This is an optimization exercise on Yosys and OpenROAD, whose aim is small area and a short achievable clock period, not a production implementation.
The RTL was checked by simulation tests, not by an equivalence proof against the original design.

Setup of v32:
Design rlwe_alu, start of the top module:
module rlwe_alu (
    input  wire        clk,
    input  wire        rst,         
    input  wire        in_valid,
    input  wire [2:0]  in_op,
    input  wire [31:0] in_a,
    input  wire [31:0] in_b,
    input  wire [31:0] in_c,
    output wire        out_valid,
    output wire [31:0] out_y0,
    output wire [31:0] out_y1
);
    reg v0;
    always @(posedge clk) v0 <= rst ? 1'b0 : in_valid;
    reg  [2:0] op0;
    always @(posedge clk) op0 <= in_op;
    reg  [31:0] a0;
    always @(posedge clk) a0 <= in_a;
    reg  [31:0] b0;
    always @(posedge clk) b0 <= in_b;
    reg  [31:0] c0;
    always @(posedge clk) c0 <= in_c;
    wire n1, n2;
    rlwe_fa u_n1 (.a(a0[0]), .b(~a0[14]), .c(~a0[16]), .s(n1), .co(n2));
    wire n3, n4;
    rlwe_fa u_n3 (.a(~a0[18]), .b(~a0[20]), .c(~a0[22]), .s(n3), .co(n4));
    wire n5, n6;
    rlwe_fa u_n5 (.a(a0[23]), .b(~a0[24]), .c(~a0[26]), .s(n5), .co(n6));
    wire n7, n8;
    rlwe_fa u_n7 (.a(a0[29]), .b(n1), .c(n3), .s(n7), .co(n8));
    wire n9, n10;
    rlwe_fa u_n9 (.a(a0[1]), .b(~a0[15]), .c(~a0[17]), .s(n9), .co(n10));
    wire n11, n12;
    rlwe_fa u_n11 (.a(~a0[19]), .b(~a0[21]), .c(~a0[25]), .s(n11), .co(n12));
    wire n13, n14;
    rlwe_fa u_n13 (.a(~a0[27]), .b(a0[30]), .c(n2), .s(n13), .co(n14));
    wire n15, n16;
    rlwe_fa u_n15 (.a(n4), .b(n6), .c(n9), .s(n15), .co(n16));
    wire n17, n18;
    rlwe_fa u_n17 (.a(n11), .b(n8), .c(n13), .s(n17), .co(n18));
    wire n19, n20;
    rlwe_fa u_n19 (.a(a0[2]), .b(~a0[16]), .c(~a0[18]), .s(n19), .co(n20));
    wire n21, n22;
    rlwe_fa u_n21 (.a(~a0[20]), .b(~a0[22]), .c(a0[23]), .s(n21), .co(n22));
    wire n23, n24;
    rlwe_fa u_n23 (.a(~a0[24]), .b(~a0[26]), .c(~a0[28]), .s(n23), .co(n24));
    wire n25, n26;
    rlwe_fa u_n25 (.a(~a0[31]), .b(n10), .c(n12), .s(n25), .co(n26));
    wire n27, n28;
    rlwe_fa u_n27 (.a(n19), .b(n21), .c(n23), .s(n27), .co(n28));
    wire n29, n30;
  ...
Settings: LEC_CHECK=0, CAP_MARGIN=20, CORE_MARGIN=2, CORE_UTILIZATION=40, SLEW_MARGIN=20, SYNTH_HIERARCHICAL=1, SYNTH_MINIMUM_KEEP_SIZE=0; clock period 26.0 ns.
standard.sh (not shown) runs the stock make flow with config.mk's settings and CLKGATE_MAP_FILE= SYNTH_SCRIPT=/design/flow/synth_recipe.tcl, a recipe that flattens the netlist after the stock synthesis.
==> flow/flow/run.sh <==
#!/bin/bash
# The standard layout, with every port buffered by a plain buf_2 instead of
# the delay buffer buffer_ports picks by default.
set -euo pipefail
export BUFFER_PORTS_ARGS="-buffer_cell sky130_fd_sc_hd__buf_2"
bash standard.sh > standard_make.log 2>&1
v32 reached the final stage; the timing, DRC and antenna checks on its layout passed.
For v49, these inputs were changed with respect to v32:
- putting CTS_CLUSTER_SIZE at 50 where nothing was set
- putting CTS_CLUSTER_DIAMETER at 100 where nothing was set
- swapping 20 for 0 in CAP_MARGIN
- swapping 20 for 0 in SLEW_MARGIN
Findings:
- Of v49 and v32, it is v49 that has the lower via count.
- Utilization v32 -> v49: down
- Comparing v49 and v32, the lower number of clock buffers inserted by TritonCTS is on v49.
- Startpoint of the most critical setup path: y05[8] -> v32, y05[5] -> v49
Changes in v10 relative to v49:
- SLEW_MARGIN now 20, was 0
- CAP_MARGIN now 20, was 0
Notes after the runs:
In summary, v10 completed successfully, with a layout that passed the timing, DRC and antenna checks. Of the two values seen for worst setup path endpoint, out_valid was produced by v10 and out_y0[5] by v49. v49 ended up with y05[5] as its startpoint of the worst setup timing path; v10 ended up with v5. v49 -> v10: total wire length flat. [compare] base=v49 new=v10: number of buffers inserted by hold repair at cts neither gained nor lost much; maximum number of pins on one net before global-route repair neither gained nor lost much.

* * *

rlwe_alu, a different RTL version from the one above (not shown whole).
For scale: about 3,500 cells after synthesis, ~360 flip-flops, about 170 I/O pins, ~0.036 mm² of cells after synthesis.
## rlwe_alu
module rlwe_alu (
    input  wire        clk,
    input  wire        rst,         
    input  wire        in_valid,
    input  wire [2:0]  in_op,
    input  wire [31:0] in_a,
    input  wire [31:0] in_b,
    input  wire [31:0] in_c,
    output wire        out_valid,
    output wire [31:0] out_y0,
    output wire [31:0] out_y1
);
Settings: LEC_CHECK=0, CAP_MARGIN=20, CORE_MARGIN=2, CORE_UTILIZATION=40, SLEW_MARGIN=20, SYNTH_HIERARCHICAL=1, SYNTH_MINIMUM_KEEP_SIZE=0; clock period 26.0 ns.
Scripts as last shown in full above: flow/flow/run.sh
The first run ran to the end with no violations.
Next try:
CTS_CLUSTER_DIAMETER = 70   (was not set)
CTS_CLUSTER_SIZE = 30   (was not set)
Result:
- non-clock buffer count does not change
- via count went down by 0.86%
- critical path depth stays the same
- clock-buffer cell count decreases by 18
- design area decreases by 0.66%

[what the ideal ports hide]
How much do the figures lean on ideal ports? The routed layouts below were timed once more, with nothing changed but the port constraints. Step 1, drivers: a clkbuf_16 drives clk and a buf_2 each remaining input, both assumed. Step 2 moves the port delays by t, midway between the first and last clock arrival at a register: inputs arrive t later, outputs are due t later. That takes back most of the time a late clock gives input paths. a / b / c = ideal / step 1 / step 2; a / b = the first two.
run	shift t [ns]	setup WS [ns]	worst hold slack (ns)	slew at the worst register clock pin (ns)	pins driven straight from the clock port
v32	0.683	19.755 / 19.687 / 20.094	0.365 / 0.365 / 0.365	0.07 / 0.07	1
v49	0.672	19.735 / 19.671 / 20.034	0.367 / 0.367 / 0.367	0.11 / 0.11	1
v10	0.684	19.738 / 19.675 / 20.057	0.360 / 0.360 / 0.360	0.10 / 0.10	1
the first run of note 2	0.661	19.693 / 19.627 / 19.970	0.367 / 0.367 / 0.367	0.07 / 0.07	1
the second run of note 2	0.635	19.693 / 19.627 / 19.985	0.361 / 0.361 / 0.361	0.09 / 0.09	1
After both steps setup and hold are still met in every run listed.
